This is an optimization exercise on Yosys and OpenROAD, whose aim is small area, not a production implementation.
Only simulation tests tie the RTL to the original design; equivalence was not proved.
Power is estimated from default activity; no workload was simulated.

==> flow/design.v <==
module rgbi_capture #(
    parameter H_BUF_W      = 64,           
    parameter V_BUF_H      = 240,          
    parameter VS_MIN_TICKS = 32,           
    parameter FREQ_MIN     = 1000000,
    parameter FREQ_MAX     = 20000000,
    parameter EXT_DIV_MAX  = 255,
    parameter SHX_MAX      = 1023,
    parameter SHY_MAX      = 1023,
    parameter DELAY_MAX    = 1023
) (
    input  wire                   clk,
    input  wire                   rst,
    input  wire                   cmd_valid,
    input  wire [31:0]            cmd_word,
    output reg                    resp_valid,
    output reg  [31:0]            resp_word,
    input  wire [26:0]            sys_clk_hz,
    input  wire                   csync,
    input  wire                   pclk,
    input  wire [3:0]             rgbi,
    output reg                    row_we,
    output reg  [7:0]             row_idx,
    output reg  [H_BUF_W*4-1:0]   row_data,
    output reg                    frame_done,
    output reg  [31:0]            frame_count,
    output wire                   cap_running,
    output wire                   in_frame
);
    localparam PLW = $clog2(VS_MIN_TICKS + 1);
    localparam [4:0] OP_START      = 5'h03;
    localparam [4:0] OP_STOP       = 5'h04;
    localparam [4:0] OP_SET_FREQ   = 5'h05;
    localparam [4:0] OP_SET_DIV    = 5'h06;
    localparam [4:0] OP_SET_SHX    = 5'h07;
    localparam [4:0] OP_SET_SHY    = 5'h08;
    localparam [4:0] OP_SET_DELAY  = 5'h09;
    localparam [4:0] OP_SET_SYNC   = 5'h0A;
    localparam [4:0] OP_SET_INV    = 5'h0B;
    localparam [4:0] OP_GET_FCOUNT = 5'h10;
    localparam [4:0] OP_GET_CONFIG = 5'h17;
    localparam [4:0] OP_GET_STATUS = 5'h18;
    reg [26:0] cfg_freq;
    reg [26:0] cfg_ndiv;
    reg [26:0] cfg_shx;
    reg [15:0] cfg_shy;
    reg [26:0] cfg_delay;
    reg        cfg_src;
    reg [4:0]  cfg_inv;
    reg        cap_src;
    reg [26:0] cap_freq;
    reg [26:0] cap_ndiv;
    reg [26:0] cap_delay;
    reg [26:0] cap_shx;
    reg [15:0] cap_shy;
    reg [26:0] cap_sysclk;
    reg        inv_sync;
    reg [3:0]  inv_col;
    reg            cap_run;
    reg            cap_state;       
    reg            prev_act;
    reg [PLW-1:0]  pulse_len;
    reg            vs_fired;
    reg            vs_armed;
    reg [15:0]     line_idx;
    reg            anc;
    reg [31:0]     k;
    reg [31:0]     tr;
    reg            prev_pclk;
    reg [26:0]     self_wait;       
    reg [27:0]     self_err;        
    reg [31:0]     ext_due;         
    reg [3:0]      lb [0:H_BUF_W-1];
    wire act   = ((csync ^ inv_sync) == 1'b0);
    wire lead  = act & ~prev_act;
    wire trail = ~act & prev_act;
    wire ptran = (pclk != prev_pclk);
    wire            anc_l       = lead ? 1'b1 : anc;
    wire [31:0]     k_l         = lead ? 32'd0 : k;
    wire [31:0]     tr_l        = lead ? 32'd0 :
                                  (anc && cap_src && ptran) ? tr + 32'd1 : tr;
    wire [PLW-1:0]  pulse_len_l = lead ? {{(PLW-1){1'b0}}, 1'b1} :
                                  (act && pulse_len < VS_MIN_TICKS) ? pulse_len + 1'b1 :
                                  pulse_len;
    wire            vs_fired_l  = lead ? 1'b0 : vs_fired;
    wire [15:0]     line_idx_l  = (lead && cap_state && line_idx != 16'hFFFF) ?
                                  line_idx + 16'd1 : line_idx;
    wire [26:0]     self_wait_l = lead ? cap_delay : self_wait;
    wire [27:0]     self_err_l  = lead ? 28'd0 : self_err;
    wire [31:0]     ext_due_l   = lead ? {5'd0, cap_delay} + 32'd1 : ext_due;
    wire vs_armed_t = (trail && pulse_len < VS_MIN_TICKS) ? 1'b1 : vs_armed;
    wire vs_detect  = act && (pulse_len_l == VS_MIN_TICKS) && !vs_fired_l;
    wire boundary   = vs_detect && (!cap_state || vs_armed_t);
    wire complete   = boundary && cap_state;
    wire anc_b      = boundary ? 1'b0 : anc_l;
    wire self_due   = (self_wait_l == 27'd0) && (self_err_l < {1'b0, cap_freq});
    wire ext_due_hit = ptran && !lead && (tr_l == ext_due_l);
    wire strobe     = anc_b && (cap_src ? ext_due_hit : self_due);
    wire [3:0]  pix      = rgbi ^ inv_col;
    wire [31:0] x        = k_l - {5'd0, cap_shx};
    wire        x_ok     = (k_l >= {5'd0, cap_shx}) && (x < H_BUF_W);
    wire [15:0] n        = line_idx_l - 16'd1;
    wire [15:0] r        = n - cap_shy;
    wire        r_ok     = cap_state && (line_idx_l != 16'd0) &&
                           (n >= cap_shy) && (r < V_BUF_H);
    wire        store    = strobe && x_ok && r_ok;
    wire        commit   = store && (x == H_BUF_W - 1);
    reg [H_BUF_W*4-1:0] row_now;
    integer i;
    always @* begin
        for (i = 0; i < H_BUF_W; i = i + 1)
            row_now[i*4 +: 4] = lb[i];
        row_now[(H_BUF_W-1)*4 +: 4] = pix;
    end
    wire [4:0]  op  = cmd_word[31:27];
    wire [26:0] arg = cmd_word[26:0];
    wire [26:0] v_freq  = (arg < FREQ_MIN) ? FREQ_MIN :
                          (arg > FREQ_MAX) ? FREQ_MAX : arg;
    wire [26:0] v_ndiv  = (arg < 1) ? 27'd1 :
                          (arg > EXT_DIV_MAX) ? EXT_DIV_MAX : arg;
    wire [26:0] v_shx   = (arg > SHX_MAX) ? SHX_MAX : arg;
    wire [15:0] v_shy   = (arg > SHY_MAX) ? SHY_MAX : arg[15:0];
    wire [26:0] v_delay = (arg > DELAY_MAX) ? DELAY_MAX : arg;
    wire        v_src   = (arg != 27'd0);
    wire [4:0]  v_inv   = arg[4:0];
    wire is_cmd   = cmd_valid;
    wire do_start = is_cmd && (op == OP_START);
    wire do_stop  = is_cmd && (op == OP_STOP);
    wire is_set   = is_cmd && (op == OP_SET_FREQ || op == OP_SET_DIV ||
                               op == OP_SET_SHX  || op == OP_SET_SHY ||
                               op == OP_SET_DELAY || op == OP_SET_SYNC);
    wire is_inv   = is_cmd && (op == OP_SET_INV);
    wire restart  = do_start || (cap_run && is_set) ||
                    (cap_run && is_inv && (v_inv[4] != inv_sync));
    wire [26:0] nx_freq  = (is_cmd && op == OP_SET_FREQ)  ? v_freq  : cfg_freq;
    wire [26:0] nx_ndiv  = (is_cmd && op == OP_SET_DIV)   ? v_ndiv  : cfg_ndiv;
    wire [26:0] nx_shx   = (is_cmd && op == OP_SET_SHX)   ? v_shx   : cfg_shx;
    wire [15:0] nx_shy   = (is_cmd && op == OP_SET_SHY)   ? v_shy   : cfg_shy;
    wire [26:0] nx_delay = (is_cmd && op == OP_SET_DELAY) ? v_delay : cfg_delay;
    wire        nx_src   = (is_cmd && op == OP_SET_SYNC)  ? v_src   : cfg_src;
    wire [4:0]  nx_inv   = is_inv ? v_inv : cfg_inv;
    wire [31:0] fcount_t = (cap_run && complete) ? frame_count + 32'd1 : frame_count;
    wire        cstate_t = (cap_run && boundary) ? 1'b1 : cap_state;
    reg [31:0] resp_v;
    always @* begin
        case (op)
            OP_SET_FREQ:   resp_v = {5'd0, v_freq};
            OP_SET_DIV:    resp_v = {5'd0, v_ndiv};
            OP_SET_SHX:    resp_v = {5'd0, v_shx};
            OP_SET_SHY:    resp_v = {16'd0, v_shy};
            OP_SET_DELAY:  resp_v = {5'd0, v_delay};
            OP_SET_SYNC:   resp_v = {31'd0, v_src};
            OP_SET_INV:    resp_v = {27'd0, v_inv};
            OP_GET_FCOUNT: resp_v = fcount_t;
            OP_GET_CONFIG: begin
                case (cmd_word[3:0])
                    4'd2:    resp_v = {5'd0, cfg_freq};
                    4'd3:    resp_v = {5'd0, cfg_ndiv};
                    4'd4:    resp_v = {5'd0, cfg_shx};
                    4'd5:    resp_v = {16'd0, cfg_shy};
                    4'd6:    resp_v = {5'd0, cfg_delay};
                    4'd7:    resp_v = {31'd0, cfg_src};
                    4'd9:    resp_v = {27'd0, cfg_inv};
                    4'd0, 4'd1, 4'd8, 4'd10, 4'd11:
                             resp_v = 32'd0;
                    default: resp_v = 32'hFFFFFFFF;
                endcase
            end
            OP_GET_STATUS: resp_v = {28'd0, cap_run & cstate_t, 1'b0, cap_run, 1'b0};
            5'h19, 5'h1A, 5'h1B, 5'h1C, 5'h1D, 5'h1E, 5'h1F:
                           resp_v = 32'hFFFFFFFF;
            default:       resp_v = 32'd0;
        endcase
    end
    always @(posedge clk) begin
        if (rst) begin
            cfg_freq    <= FREQ_MIN;
            cfg_ndiv    <= 27'd1;
            cfg_shx     <= 27'd0;
            cfg_shy     <= 16'd0;
            cfg_delay   <= 27'd0;
            cfg_src     <= 1'b0;
            cfg_inv     <= 5'd0;
            cap_run     <= 1'b0;
            frame_count <= 32'd0;
            frame_done  <= 1'b0;
            row_we      <= 1'b0;
            resp_valid  <= 1'b0;
            resp_word   <= 32'd0;
        end else begin
            cfg_freq  <= nx_freq;
            cfg_ndiv  <= nx_ndiv;
            cfg_shx   <= nx_shx;
            cfg_shy   <= nx_shy;
            cfg_delay <= nx_delay;
            cfg_src   <= nx_src;
            cfg_inv   <= nx_inv;
            resp_valid <= is_cmd;
            if (is_cmd)
                resp_word <= resp_v;
            frame_done <= cap_run && complete;
            row_we     <= cap_run && commit;
            if (cap_run && complete)
                frame_count <= frame_count + 32'd1;
            if (do_stop)
                cap_run <= 1'b0;
            else if (restart)
                cap_run <= 1'b1;
        end
    end
    always @(posedge clk) begin
        if (cap_run && commit) begin
            row_idx  <= r[7:0];
            row_data <= row_now;
        end
    end
    always @(posedge clk) begin
        if (!rst && restart && !do_stop) begin
            cap_src    <= nx_src;
            cap_freq   <= nx_freq;
            cap_ndiv   <= nx_ndiv;
            cap_delay  <= nx_delay;
            cap_shx    <= nx_shx;
            cap_shy    <= nx_shy;
            cap_sysclk <= sys_clk_hz;
            inv_sync   <= nx_inv[4];
            inv_col    <= nx_inv[3:0];
            cap_state  <= 1'b0;
            prev_act   <= 1'b1;
            pulse_len  <= VS_MIN_TICKS;
            vs_fired   <= 1'b1;
            vs_armed   <= 1'b0;
            line_idx   <= 16'd0;
            anc        <= 1'b0;
            k          <= 32'd0;
            tr         <= 32'd0;
            prev_pclk  <= 1'b0;
            self_wait  <= 27'd0;
            self_err   <= 28'd0;
            ext_due    <= 32'd0;
        end else if (!rst && cap_run) begin
            prev_act  <= act;
            prev_pclk <= pclk;
            pulse_len <= pulse_len_l;
            vs_fired  <= vs_fired_l | vs_detect;
            tr        <= tr_l;
            ext_due   <= strobe ? ext_due_l + {5'd0, cap_ndiv} : ext_due_l;
            k         <= strobe ? k_l + 32'd1 : k_l;
            anc       <= anc_b;
            if (self_wait_l != 27'd0) begin
                self_wait <= self_wait_l - 27'd1;
                self_err  <= self_err_l;
            end else begin
                self_wait <= self_wait_l;
                self_err  <= self_err_l + (strobe ? {1'b0, cap_sysclk} : 28'd0)
                                        - {1'b0, cap_freq};
            end
            if (boundary) begin
                cap_state <= 1'b1;
                line_idx  <= 16'd0;
                vs_armed  <= 1'b0;
                inv_col   <= cfg_inv[3:0];
            end else begin
                line_idx  <= line_idx_l;
                vs_armed  <= vs_armed_t;
            end
        end
    end
    always @(posedge clk) begin
        if (!rst && cap_run && !restart && store)
            lb[x[$clog2(H_BUF_W)-1:0]] <= pix;
    end
    assign cap_running = cap_run;
    assign in_frame    = cap_run & cap_state;
endmodule
==> flow/run.sh <==
#!/bin/bash
# synth_recipe.tcl (not shown) runs the flow's synth.tcl, then flattens the netlist and writes it again
# the make line also repeats each setting of config.mk as NAME=value (left out here)
make -C /OpenROAD-flow-scripts/flow DESIGN_CONFIG=/design/flow/config.mk WORK_HOME=/design/flow/orfs CLKGATE_MAP_FILE= SYNTH_SCRIPT=/design/flow/synth_recipe.tcl finish
==> flow/config.mk <==
export PLATFORM = sky130hd
export DESIGN_NAME = rgbi_capture
export DESIGN_NICKNAME = rgbi_capture
export VERILOG_FILES = /design/flow/design.v
export SDC_FILE = /design/flow/constraint.sdc
export NUM_CORES = 4
export LEC_CHECK = 0
export CAP_MARGIN = 20
export CORE_MARGIN = 2
export CORE_UTILIZATION = 40
export SLEW_MARGIN = 20
==> flow/constraint.sdc <==
create_clock -name core_clock -period 10.0 [get_ports {clk}]
set_input_delay 2.0000 -clock core_clock [delete_from_list [all_inputs] [get_ports {clk}]]
set_output_delay 2.0000 -clock core_clock [all_outputs]
set_load 0.01 [all_outputs]
==> results.json <==
{
  "yosysWarnings": 1,
  "placed_cell_area_mm2": 0.0550,
  "status": "complete, no violations",
  "worst_pin_slew_ps": 1080,
  "vias": 36462,
  "synth_edf_count": 673,
  "synthArstFlopShare_pct": 0,
  "viasPerCell": 5.48,
  "clock_skew_ps": 48.7,
  "clock.fmax_mhz": 109,
  "cp.buffers_inverters": 3,
  "grt.overflow.total": 0,
  "numCtsBuffers": 111,
  "cp-start-kind": "input port",
  "track_usage_pct": 23.2,
  "final-hold-violation-count": 0,
  "port_buffers": 400,
  "ys_seq_area_share_pct": 56.7,
  "fin_crit_sh_pct": 92.1,
  "wl_per_cell_um": 22.4,
  "crit_slowest_cell": "nor4_1",
  "fp-row-count": 128,
  "setup_viol_count_final": 0,
  "total_power_mw": 9.75,
  "holdCritPathClass": "flip-flop to flip-flop",
  "cp_max_fo": 58,
  "cts-htree-levels": 3,
  "clk_pin_slew_worst_paths_ps": 60,
  "grt_pass1_wl_mm": 222,
  "post-cts-setup-buffer-count": 0,
  "p_per_area_mw_per_mm2": 166,
  "relSlewSlack_pct": 28.3,
  "die_w_um": 354,
  "clk_latency_ps": 750,
  "grt_setup_unrepaired": "yes",
  "crit_top_cell": "nor4_1",
  "syn_avg_cell_area_um2": 10.8,
  "synthesis.area_mm2": 0.0489,
  "fin_crit_ps": 9210,
  "synth_cell_types": 97,
  "gp_congestion": 0.923,
  "cts_tree": "built",
  "required_ps": 10370,
  "start_util_pct": 40.3,
  "synthTopCellsByArea": "edfxtp_1 (41%), dfxtp_1 (15%), ha_1 (3.4%)",
  "area_growth_pct": 20.3,
  "ys_ff_latch": 1050,
  "slowest_delay_ps": 840,
  "die_area_mm2": 0.125,
  "grt_pass1_vias": 34713,
  "core_area_mm2": 0.122,
  "drcViolationCount": 0,
  "synthesis.nets": 4777,
  "peakVddDrop_mv": 0.136,
  "fin_area_mm2": 0.0589,
  "cp-end-kind": "flip-flop",
  "arrival_ps": 9580,
  "synthCells": 4547,
  "firstDrtPassIters": 6,
  "path_class": "input port to flip-flop",
  "routed_wirelength_mm": 149,
  "cts.sinks": 1050,
  "die_h_um": 354,
  "maxSlewViolCount": 0,
  "p_leak_nw": 21.7,
  "ioPinCount": 401,
  "yosysTopAreaCellShare_pct": 41.3,
  "synth_commonest_cells": "edfxtp_1 (673), nand2_1 (413), dfxtp_1 (377)",
  "hpwl_mm": 108,
  "antenna_found_initial": 3,
  "drv_cap": 0,
  "synth_flop_cell": "edfxtp_1",
  "grt_max_degree": 140,
  "clock_path_buffers": 3,
  "yosysMostFrequentCell": "edfxtp_1",
  "drt_iter0_drc": 3142,
  "post_route_cells_drive_above_1_share_pct": 7.39,
  "final_antenna_net_count": 0,
  "nets": 5153,
  "yosysTopAreaCell": "edfxtp_1",
  "root_buffer": "clkbuf_16",
  "crit_family": "simple AND/OR/NAND/NOR gates"
}
-- flip-flops by register name, summed over array words and instances (netlist names), 28 cells and up --
signal	flops
self_err	28
k	32
frame_count	32
ext_due	32
resp_word	32
lb	252
tr	32
row_data	256
-- stage by stage --
stage | cells | TNS [ps] | utilization, % | worst slack (ps) | hold slack [ps]
finish | 6649 | 0 | 48.5 | 785 | 410
global route | 6648 | -21.1 | 48.5 | -6.09 | 416
CTS | 6646 | 0 | 48.4 | 891 | 412
detailed placement | 6435 | 0 | 45.3 | 113 | 405
global placement | 6434 | 0 | 45.3 | 383 | 402
floorplan | 4547 | 0 | - | 28.4 | 400
-- power breakdown --
part | leakage [nW] | internal (mW) | switching (mW)
Clock | 1.88 | 2.52 | 1.80
Combinational | 10.6 | 0.276 | 0.451
Sequential | 9.18 | 4.64 | 0.0672
-- layer usage --
layer | vias up | wire length (um) | global-route usage, %
met3 | 226 | 8730 | 3.95
met5 | - | 0 | 0
li1 | 17267 | - | -
met2 | 1244 | 72000 | 38.6
met4 | 0 | 5930 | 9.02
met1 | 17725 | 62400 | 30.1
-- final timing paths --
path | start | to | slack, ps | cells after the start
setup / recovery | csync | lb[13][3]$_DFFE_PP_ | 790 | 26
hold / removal | lb[39][3]$_DFFE_PP_ | row_data[159]$_DFFE_PP_ | 410 | 0
setup reg to reg | line_idx[9]$_SDFFE_PP0P_ | lb[13][3]$_DFFE_PP_ | 1480 | 26
hold reg to reg | lb[39][3]$_DFFE_PP_ | row_data[159]$_DFFE_PP_ | 410 | 0
-- timing repair --
action / CTS / global route
endpoints found under the setup margin: 0 / 8
resized for setup: 0 / 2
hold buffers: 0 / 0
-- kinds of logic (layout without fill, tap and decap cells) --
family	Yosys count	count (layout)	synth area share [%]
compound gates	955	955	12.6
xor+xnor	248	248	4.45
fa+ha+maj	162	162	4.60
buf+inv	440	914	3.51
flops	1050	1050	56.7
mux	63	63	1.32
other cells	0	3	0
simple gates	1629	1629	16.8
-- layout make-up --
cell class                 count  area [um^2]
sequential                  1050        27800
clock buffer                 147         3020
inverter                     213          807
clock inverter                64          832
timing repair buffer         490         4800
fill                       10933        62700
antenna                        3         7.51
tap                         1625         2030
multi-input combinational   3057        19600
-- cell usage in the layout, fill, tap and decap left out, types with 112 or more instances in the layout --
master	instances
and2_1	159
o21ai_0	252
a21oi_1	247
dfxtp_1	377
edfxtp_1	673
nand3_1	112
xnor2_1	160
nor2_1	370
ha_1	132
clkdlybuf4s50_1	399
nand2_1	411
clkbuf_16	112
inv_1	212

[re-timing with driven ports]
Ports are ideal in the flow. The routed layout listed here was re-timed in OpenROAD. Step 1: set_driving_cell puts a clkbuf_16 on clk and a buf_2 on each other input, an assumption about the parent block. Step 2, shift: input delay + t, output delay - t, t = (earliest + latest rising clock arrival at the registers) / 2. This alone moves slack from input paths to output paths. a / b / c = no drivers / after step 1 / after step 2; a / b = the first two.
t, ns: 0.800
setup WS [ns]: 0.785 / 0.797 / -0.003
worst setup path after step 2: input to register
worst data-port slew with drivers (ns): 0.09
pins driven straight from the clock port: 1
Met with ideal ports but missed after step 2: setup timing in this run. The setup slack of this run moves by +0.012 ns with the drivers and by -0.788 ns with both steps.
